Context: an optimization exercise on an open-source flow, tuned for small area, a short achievable clock period and few clock cycles. The choices shown serve that exercise and are no tape-out recipe.
The RTL was checked by simulation tests, not by an equivalence proof against the original design.
The clock port is modelled as an ideal driver; clocking choices that lean on that would not hold on a real chip.
Power figures rest on the tool's default switching activity, not on a simulated workload.

### flow/abc_area.script
strash
dc2
strash
dch -f
amap
topo
stime -c
### flow/run.sh
#!/bin/bash
# Standard layout with three changes:
#  - synthesis leaves adders to ABC (no full/half-adder cell extraction) and
#    maps with an area-oriented ABC script (flow/abc_area.script, used through
#    a copy of ORFS's scripts folder); flip-flop mapping is the standard one,
#    so the registers are the same;
#  - CTS without dummy load cells (clock_tree_synthesis -dont_use_dummy_load);
#  - the port buffers buffer_ports inserts (clkdlybuf4s50_1, a delay cell) are
#    swapped for plain buffers after CTS (flow/port_buffers.tcl).
set -euo pipefail
here=$(pwd)
rm -rf $here/scripts_abc
cp -r $FLOW_HOME/scripts $here/scripts_abc
cp $here/flow/abc_area.script $here/scripts_abc/abc_area.script
bash standard.sh synth "SCRIPTS_DIR=$here/scripts_abc" "ADDER_MAP_FILE=" > $here/standard_synth.log 2>&1
cts_args="-sink_clustering_enable -repair_clock_nets -sink_clustering_size 35"
cts_args="$cts_args -sink_clustering_max_diameter 70 -buf_list sky130_fd_sc_hd__clkbuf_16"
cts_args="$cts_args -dont_use_dummy_load"
bash standard.sh cts "CTS_ARGS=$cts_args" > $here/standard_cts.log 2>&1
openroad -no_init -exit $here/flow/port_buffers.tcl > $here/port_buffers.log 2>&1
bash standard.sh > $here/standard_finish.log 2>&1
test -f $here/out/final.def
### standard.sh
#!/bin/bash
# synth_recipe.tcl (not shown) runs the flow's synth.tcl, then flattens the netlist and writes it again
# the make line also repeats each setting of config.mk as NAME=value (left out here)
make -C /OpenROAD-flow-scripts/flow DESIGN_CONFIG=/design/flow/config.mk WORK_HOME=/design/flow/orfs CLKGATE_MAP_FILE= SYNTH_SCRIPT=/design/flow/synth_recipe.tcl "${@:-finish}"
### config.mk
export PLATFORM = sky130hd
export DESIGN_NAME = motor_loop
export DESIGN_NICKNAME = motor_loop
export VERILOG_FILES = /design/flow/design.v
export SDC_FILE = /design/flow/constraint.sdc
export NUM_CORES = 4
export LEC_CHECK = 0
export ABC_AREA = 1
export CAP_MARGIN = 20
export CORE_MARGIN = 2
export CORE_UTILIZATION = 65
export CTS_BUF_LIST = sky130_fd_sc_hd__clkbuf_16
export CTS_CLUSTER_DIAMETER = 70
export CTS_CLUSTER_SIZE = 35
export SLEW_MARGIN = 20
### flow/port_buffers.tcl
# Swap the port buffers for plain buffers and re-legalise the placement.
set plat $::env(FLOW_HOME)/platforms/$::env(FLOW_PLATFORM)
set res [pwd]/orfs/results/$::env(FLOW_PLATFORM)/motor_loop/base
read_liberty $plat/lib/sky130_fd_sc_hd__tt_025C_1v80.lib
read_db $res/4_cts.odb
set n 0
foreach inst [[ord::get_db_block] getInsts] {
  set name [$inst getName]
  set m [[$inst getMaster] getName]
  if {$m ne "sky130_fd_sc_hd__clkdlybuf4s50_1"} { continue }
  if {![regexp {^(input|output)[0-9]+$} $name]} { continue }
  set fo 0
  foreach it [$inst getITerms] {
    if {[$it isOutputSignal]} {
      set net [$it getNet]
      if {$net ne "NULL"} { set fo [expr {[llength [$net getITerms]] + [llength [$net getBTerms]] - 1}] }
    }
  }
  set new [expr {$fo > 2 ? "sky130_fd_sc_hd__buf_2" : "sky130_fd_sc_hd__buf_1"}]
  if {[string match output* $name]} { set new sky130_fd_sc_hd__buf_2 }
  replace_cell [get_cells $name] $new
  incr n
}
puts "replaced $n port buffers"
detailed_placement
check_placement -verbose
write_db $res/4_cts.odb
### design.v
module motor_loop (
    input  wire        clk,
    input  wire        rst,            
    input  wire        cmd_valid,
    output wire        cmd_ready,
    input  wire [3:0]  cmd_op,
    input  wire [7:0]  cmd_imm,
    input  wire [15:0] meas_current,   
    input  wire [15:0] meas_clicks,    
    input  wire [15:0] bus_voltage,    
    output reg         done,
    output reg  [6:0]  duty_a,
    output reg  [6:0]  duty_b,
    output reg  [7:0]  v_out           
);
    assign cmd_ready = 1'b1;
    function [23:0] add24(input [23:0] a, input [23:0] b, input ci);
        integer i;
        reg c;
        begin
            c = ci;
            for (i = 0; i < 24; i = i + 1) begin
                add24[i] = a[i] ^ b[i] ^ c;
                c = (a[i] & b[i]) | (c & (a[i] ^ b[i]));
            end
        end
    endfunction
    reg        a_v, rst_q;
    reg [3:0]  a_op;
    reg [7:0]  a_imm;
    reg [15:0] a_cur, a_clk, a_vb;
    always @(posedge clk) begin
        a_v   <= cmd_valid && !rst;
        rst_q <= rst;
        a_op  <= cmd_op;
        a_imm <= cmd_imm;
        a_cur <= meas_current;
        a_clk <= meas_clicks;
        a_vb  <= bus_voltage;
    end
    reg signed [7:0]  setpoint;
    reg        [1:0]  law;
    reg signed [16:0] last_error;
    reg signed [22:0] integral_error;
    reg signed [13:0] acc;
    reg        [1599:0] ring;         
    reg        [6:0]  fill;           
    reg               full;           
    reg        [22:0] ring_part;      
    reg op_setsp, op_setlaw, op_tick, op_direct, op_pd, op_pid, op_clim, op_plim, op_act;
    always @(*) begin
        {op_setsp, op_setlaw, op_tick, op_direct, op_pd, op_pid, op_clim, op_plim, op_act} = 9'd0;
        case (a_op)
            4'd0: op_setsp  = 1'b1;
            4'd1: op_setlaw = 1'b1;
            4'd2: op_tick   = 1'b1;
            4'd3: op_direct = 1'b1;
            4'd4: op_pd     = 1'b1;
            4'd5: op_pid    = 1'b1;
            4'd6: op_clim   = 1'b1;
            4'd7: op_plim   = 1'b1;
            4'd8: op_act    = 1'b1;
            default: ;
        endcase
    end
    wire imm_zero  = (a_imm == 8'd0);
    wire do_setsp  = a_v && op_setsp;
    wire do_setlaw = a_v && op_setlaw && a_imm[7:2] == 6'd0 && a_imm[1:0] != 2'd3;
    wire b_ex      = a_v && imm_zero;
    wire b_law     = op_tick || op_direct || op_pd || op_pid;
    wire use_pd    = op_pd  || (op_tick && law == 2'd1);
    wire use_pid   = op_pid || (op_tick && law == 2'd2);
    wire ring_we   = b_ex && (op_tick || op_plim);
    wire sp_big  = setpoint[7] ? (setpoint[6:0] < 7'd28)    
                               : (setpoint[6:0] > 7'd100);  
    wire neutral = (setpoint == 8'sd0) || sp_big;
    wire [16:0] e  = add24({{14{setpoint[7]}}, setpoint, 2'b00}, ~{{8{a_clk[15]}}, a_clk}, 1'b1);
    wire [18:0] e3 = add24({{7{e[16]}}, e}, {{6{e[16]}}, e, 1'b0}, 1'b0);
    wire [18:0] k2 = add24({{5{e3[18]}}, e3}, ~{{7{last_error[16]}}, last_error}, 1'b1);
    wire        ie_rnd = !integral_error[22] && (integral_error[5:0] != 6'd0);
    wire [22:0] ie_e = add24({integral_error[22], integral_error}, {{7{e[16]}}, e}, 1'b0);
    wire [22:0] ig   = add24({ie_e[22], ie_e}, ~{{7{integral_error[22]}}, integral_error[22:6]}, !ie_rnd);
    wire [22:0] base = use_pid ? ig : {{9{acc[13]}}, acc};
    wire [22:0] u    = add24({base[22], base}, {{4{k2[18]}}, k2, 1'b0}, 1'b0);
    wire        u_hi = !u[22] && (u[21:13] != 9'd0 || (u[12:6] == 7'h7f && u[5:0] != 6'd0));
    wire        u_lo =  u[22] && (u[21:13] != 9'h1ff || u[12:6] == 7'd0);
    wire [13:0] acc_n = u_hi ? 14'd8128 : u_lo ? -14'sd8128 : u[13:0];
    wire [7:0]  step_out   = neutral ? 8'd0 : acc_n[13:6];
    wire [7:0]  direct_out = (setpoint == -8'sd128) ? -8'sd127 : setpoint;
    wire [7:0]  law_out    = (use_pd || use_pid) ? step_out : direct_out;
    wire        law_upd    = b_ex && (use_pd || use_pid) && !neutral;
    wire [22:0] sum_n = add24({1'b0, ring_part}, {8'd0, a_cur}, 1'b0);
    reg  [20:0] dr;
    reg  [5:0]  dw, dd;
    reg  [15:0] avg;
    reg         dge;
    integer di;
    always @(*) begin
        dr = sum_n[22:2];
        for (di = 15; di >= 0; di = di - 1) begin
            dw  = dr[di+5 -: 6];
            dge = dw[5] | (dw[4] & dw[3] & (dw[2] | dw[1] | dw[0]));
            dd  = add24({18'd0, dw}, 24'd39, 1'b0);     
            avg[di] = dge;
            if (dge) dr[di+5 -: 6] = dd;
        end
    end
    wire [15:0] next_old = (full || fill == 7'd99) ? ring[1583:1568] : 16'd0;
    wire [22:0] part_n = add24({1'b0, sum_n}, ~{8'd0, next_old}, 1'b1);
    wire [6:0]  fill_n = add24({17'd0, fill}, 24'd1, 1'b0);
    always @(posedge clk) begin
        if (ring_we)
            ring <= {ring[1583:0], a_cur};
    end
    always @(posedge clk) begin
        if (rst_q) begin
            setpoint       <= 8'sd0;
            law            <= 2'd0;
            last_error     <= 17'sd0;
            integral_error <= 23'sd0;
            acc            <= 14'sd0;
            fill           <= 7'd0;
            full           <= 1'b0;
            ring_part      <= 23'd0;
        end else begin
            if (do_setsp)  setpoint <= a_imm;
            if (do_setlaw) law <= a_imm[1:0];
            if (law_upd) begin
                acc        <= acc_n;
                last_error <= e;
                if (use_pid) integral_error <= ig;
            end
            if (ring_we) begin
                ring_part <= part_n;
                if (!full) begin
                    fill <= fill_n;
                    if (fill == 7'd99) full <= 1'b1;
                end
            end
        end
    end
    reg        c_v, c_ex, c_law, c_clim, c_plim, c_act;
    reg [7:0]  c_x;
    reg [11:0] c_cur;
    reg        c_big;
    reg [15:0] c_vb, c_avg;
    always @(posedge clk) begin
        c_v    <= a_v && !rst;
        c_ex   <= b_ex && (b_law || op_clim || op_plim || op_act);
        c_law  <= b_law;
        c_clim <= op_tick || op_clim;
        c_plim <= op_tick || op_plim;
        c_act  <= op_tick || op_act;
        c_x    <= law_out;
        c_cur  <= a_cur[11:0];
        c_big  <= a_cur[15:12] != 4'd0;
        c_vb   <= a_vb;
        c_avg  <= avg;
    end
    reg        [10:0] corr_m;         
    reg        [2:0]  decay_counter;
    reg               ld_nz, ld_neg;  
    reg        [7:0]  v;              
    wire       ex      = c_v && c_ex;
    wire       clim_en = ex && c_clim;
    wire       plim_en = ex && c_plim;
    wire       act_en  = ex && c_act;
    wire [7:0] x0 = c_law ? c_x : v;
    wire       sx = x0[7];
    wire [6:0] ax = add24({17'd0, x0[6:0] ^ {7{sx}}}, 24'd0, sx);
    wire [12:0] wsum  = add24({13'd0, corr_m}, {12'd0, c_cur}, 1'b0);
    wire [13:0] w     = add24({11'd0, wsum}, 24'hfffe0c, 1'b0);     
    wire        w_neg = w[13] && !c_big;
    wire [10:0] dq    = add24({17'd0, ax}, ~{14'd0, w[13:4]}, 1'b1);  
    wire        sat   = c_big || dq[10] || dq == 11'd0;               
    wire [10:0] corr_n = w_neg ? 11'd0 : sat ? {ax, 4'd0} : w[10:0];
    wire [6:0]  m1 = (!clim_en || w_neg) ? ax : sat ? 7'd0 : dq[6:0];
    reg  [19:0] est_lo;
    reg         est_hi;
    integer pi;
    always @(*) begin
        est_lo = 20'd0;
        est_hi = 1'b0;
        for (pi = 0; pi < 16; pi = pi + 1) begin
            est_lo = add24({4'd0, est_lo}, {8'd0, c_avg[pi] ? (c_vb & (16'hffff >> pi)) : 16'd0} << pi, 1'b0);
            est_hi = est_hi | (c_avg[pi] & |(c_vb >> (16 - pi)));
        end
    end
    wire        est_gt = (est_lo[19:16] != 4'd0) ||
                         (est_lo[15] && (est_lo[14:13] != 2'd0 || (est_lo[12:10] == 3'b111 &&
                          (est_lo[9:7] != 3'd0 || (est_lo[6] && est_lo[5:0] != 6'd0)))));
    wire        trip  = est_hi || est_gt;
    wire        block = trip || (decay_counter != 3'd0);
    wire [6:0]  m2 = (plim_en && block) ? 7'd0 : m1;
    wire [2:0]  decay_dec = add24({21'd0, decay_counter}, 24'hffffff, 1'b0);
    wire        d_nz   = (m2 != 7'd0);
    wire        d_neg  = d_nz && sx;
    wire        dead   = (d_nz != ld_nz) || (d_neg != ld_neg);
    wire [7:0]  x_fin  = add24({16'd0, {1'b0, m2} ^ {8{d_neg}}}, 24'd0, d_neg);
    always @(posedge clk) begin
        if (rst_q) begin
            corr_m        <= 11'd0;
            decay_counter <= 3'd0;
            ld_nz         <= 1'b0;
            ld_neg        <= 1'b0;
            v             <= 8'd0;
        end else begin
            if (clim_en) corr_m <= corr_n;
            if (plim_en)
                decay_counter <= trip ? 3'd5 : (decay_counter != 3'd0) ? decay_dec : 3'd0;
            if (act_en) begin
                ld_nz  <= d_nz;
                ld_neg <= d_neg;
            end
            if (ex) v <= x_fin;
        end
    end
    always @(posedge clk) begin
        if (rst) begin
            duty_a <= 7'd0;
            duty_b <= 7'd0;
            v_out  <= 8'd0;
            done   <= 1'b0;
        end else begin
            done <= c_v;
            if (act_en) begin
                duty_a <= (!dead && d_nz && !sx) ? m2 : 7'd0;
                duty_b <= (!dead && d_neg) ? m2 : 7'd0;
            end
            if (ex) v_out <= x_fin;
        end
    end
endmodule
### constraint.sdc
create_clock -name core_clock -period 120.0 [get_ports {clk}]
set_input_delay 24.0000 -clock core_clock [delete_from_list [all_inputs] [get_ports {clk}]]
set_output_delay 24.0000 -clock core_clock [all_outputs]
set_load 0.01 [all_outputs]
==> qor.txt <==
Outcome: finished clean
Largest area contributor in the netlist: edfxtp_1
Post-CTS Hold Buffers: 0
Yosys warnings: 1
FF-to-FF setup slack: 98.56 ns
Hpwl dp: 57300 um
Post-Synthesis Cells: 4376
Vias in the first global route: 29120
FF+latch count, synth: 1852
Count of cells resized by post-cts repair: 0
Critical path's slowest cell: dfxtp_1
Post-layout utilization of the core: 69.6%
Clk pin slew, worst setup/hold paths: 0.10 ns
Placer Congestion: 0.834
Startpoint Class: register
Antenna-violating nets left: 0
Area post-placement: 68000 um^2
Internal: 1.07 mW
Avg WL per Cell: 16.2 um
Top-count cell post-synth: edfxtp_1
I/O Buffers: 85
TNS Setup: 0 ns
Sequential share of power: 44.3%
RSZ-0062 raised after global routing: no
Final period utilization: 21.0%
LEAKAGE: 19.6 nW
Clock share of power: 18.6%
Clock skew: 0.110 ns
DRC viols: 0
CTS buffer count: 82
Asr flop ratio synth: 0%
Die Span Y: 321 um
Via count: 32601
Worst path arrival time: 1.18 ns
Initial DRC count: 2794
Fin nets: 4632
Mux share of post-synthesis cell area: 0%
Hold Violations, Final: 0
Initial Utilization: 65.4%
Fin. max-slew vios: 0
Synth unique cells: 49
Worst hold stages: 0
Proportion of layout cells with a drive suffix above 1: 3.07%
Clock Sinks: 1852
Post-synth EDFFs: 1584
Largest net degree at the start of global routing: 216
Top cell type's share of synthesized area: 72.9%
Netlist Area Pre-Place: 65300 um^2
Post-Layout Cell Count: 5865
Top cells by area, synth: edfxtp_1, dfxtp_1, o21ai_0, nand2_1, nor2_1
Largest family of logic cells by synthesized area: compound AO/OA/AOI/OAI gates
Avg Vias per Cell: 5.56
DIE WIDTH: 321 um
# Post-CTS Setup Buffers: 0
GRT Overall Usage: 18.2%
Clk Latency, worst-skew pair: 0.70 ns
Setup WS post-layout: 94.82 ns
Total gr overflow: 0
Worst-margin pin slew: 1.04 ns
Comb power frac: 37.1%
Max VDD drop: 39.0 uV
Kind of cell adding the most delay to the critical path: flip-flops
HP Start: a_vb[7]
Min Tclk post-route: 25.18 ns
First drt pass iteration count: 7
Worst slew margin: 30.2%
Post-Synth Adder-Cell Area: 0%
Core Box Area: 99900 um^2
Initial antenna violation count: 2
Post-Place Setup Slack: 94.67 ns
Pwr dens: 22.6 nW/um^2
FP Rows: 116
CP max FO: 2
Global-route wire length before repair: 150000 um
CP peak stage delay: 0.36 ns
Sw Ratio: 31.7%
Crit Path Class: register to output pin
Final instance area: 69500 um^2
Xor/xnor share of the synthesized area: 0.0134%
Crit-path cells: buf_2
Mean post-synth cell area: 14.9 um^2
Endpoints failing setup: 0
Diodes inserted: 0
Die area: 103000 um^2
Max cap viols: 0
Synth Area in Compound Gates: 10.5%
Post-synthesis simple-gate area fraction: 7.03%
R2R cell count: 139
Placed cells: 5783
Hold Path Class: register to register
Net Count, Synth: 4439
Net Sw Power: 499 uW
Crit Reg-Reg Endpoint: c_avg[0]
WL final: 94900 um
Top cells by count, synth: edfxtp_1, nand2_1, nor2_1
Clock tree from TritonCTS: yes
WP buf/inv: 1
R2R Path Start: a_cur[1]
Top Ports: 87
Seq/Total Area, Yosys: 81.1%
Area Growth Syn to Fin: 6.53%
Endpoint class of the critical path: output pin
Top_reg_cell synth: edfxtp_1
Hold Path End: c_vb[7]
Critical Path RT: 96.00 ns
FMAX: 0.0397 GHz
-- metrics by stage --
stage                     power, mW  hold WS, ns
after floorplan                1.21        0.310
after global placement         1.28        0.311
after detailed placement       1.29        0.313
after CTS                      1.58        0.328
after global routing           1.69        0.326
final                          1.57        0.324
-- area by class of cell --
cell class | count | area, um^2
Sequential cell | 1852 | 52900
Fill cell | 6752 | 30300
Multi-Input combinational cell | 2282 | 11500
Clock buffer | 82 | 2050
Tap cell | 1298 | 1620
Inverter | 241 | 905
Timing Repair Buffer | 110 | 571
-- how the worst max path moves through the flow --
stage                     startpoint         to  slack [ns]  cells after the start
after global routing        v_out[5]   v_out[5]       94.75                      1
after floorplan             a_imm[2]    fill[6]       17.31                      9
after detailed placement         rst  duty_b[4]       94.67                      2
final                       v_out[5]   v_out[5]       94.82                      1
after global placement           rst  duty_b[4]       94.70                      2
after CTS                   v_out[5]   v_out[5]       94.35                      1
-- sequential cells by signal, summed over array words and instances (netlist names), 2 cells and up --
signal          count
a_cur              16
a_imm               8
a_clk              16
a_vb               16
v                   8
c_x                 8
setpoint            8
decay_counter       3
duty_a              7
v_out               8
duty_b              7
law                 2
fill                7
c_cur              12
ring_part          23
c_vb               16
ring             1584
c_avg              16
acc                14
corr_m             11
integral_error     23
last_error         17
-- cells in the final DEF (no fill, tap or decap), drive strengths merged, types with 13 or more instances in the layout --
cell type	n
buf	110
nor4	13
o21ai	446
nor2	465
nor2b	28
edfxtp	1584
clkinv	240
clkbuf	82
nand2	545
nor3	28
a31oi	16
o21a	229
a22oi	89
a221oi	22
dfxtp	268
o22ai	18
a21oi	264
-- cells by family (layout without fill, tap and decap cells) --
logic type,after synthesis,in the layout
flip-flops,1852,1852
AO/OA/AOI/OAI,1140,1140
AND/OR/NAND/NOR,1140,1140
buffers and inverters,242,433
other,1,1
XOR/XNOR,1,1
-- power by group through the flow --
stage                     Clock, mW  Sequential, mW  Combinational [mW]
after detailed placement          0           0.710               0.581
final                         0.293           0.695               0.583
after global placement            0           0.710               0.571
after global routing          0.324           0.695               0.672
after CTS                     0.305           0.695               0.583
after floorplan                   0           0.708               0.507
-- metal layers --
metal  GRT usage, %  share of wire (%)  up-vias
li1               -                  -    16628
met1           30.0                 53    15419
met2           26.1                 42      432
met3           2.50                3.5      122
met4           4.55                2.2        0
met5              0                  0        -
-- worst register-to-register path: cells and delay by family (launching register included) --
kind	cells	cell delay [ns]
compound gates	44	8.16
buf+inv	19	2.32
flops	1	0.56
simple gates	76	10.29
Testbench counts, summed over its fixed seeds: cycles 32,016.

## what the ideal ports hide
The results above use ideal ports. As a check the final layout listed here was re-extracted and re-timed, cells and wires unchanged.
Step 1, drivers: a clkbuf_16 drives clk and a buf_2 each remaining input, both assumed.
Step 2 also shifts input and output timing later by t, the mid clock arrival at the registers, as if the neighbouring blocks saw the same clock.
a / b / c = ideal ports / drivers / drivers and shift; a / b = the first two.
shift t [ns]: 0.717
slack for setup (ns): 94.818 / 94.749 / 95.295
cell pins on the clock port's net: 1
After both steps setup and hold are still met in this run. For this run, drivers alone change the setup slack by -0.069 ns; drivers and shift together by +0.477 ns.
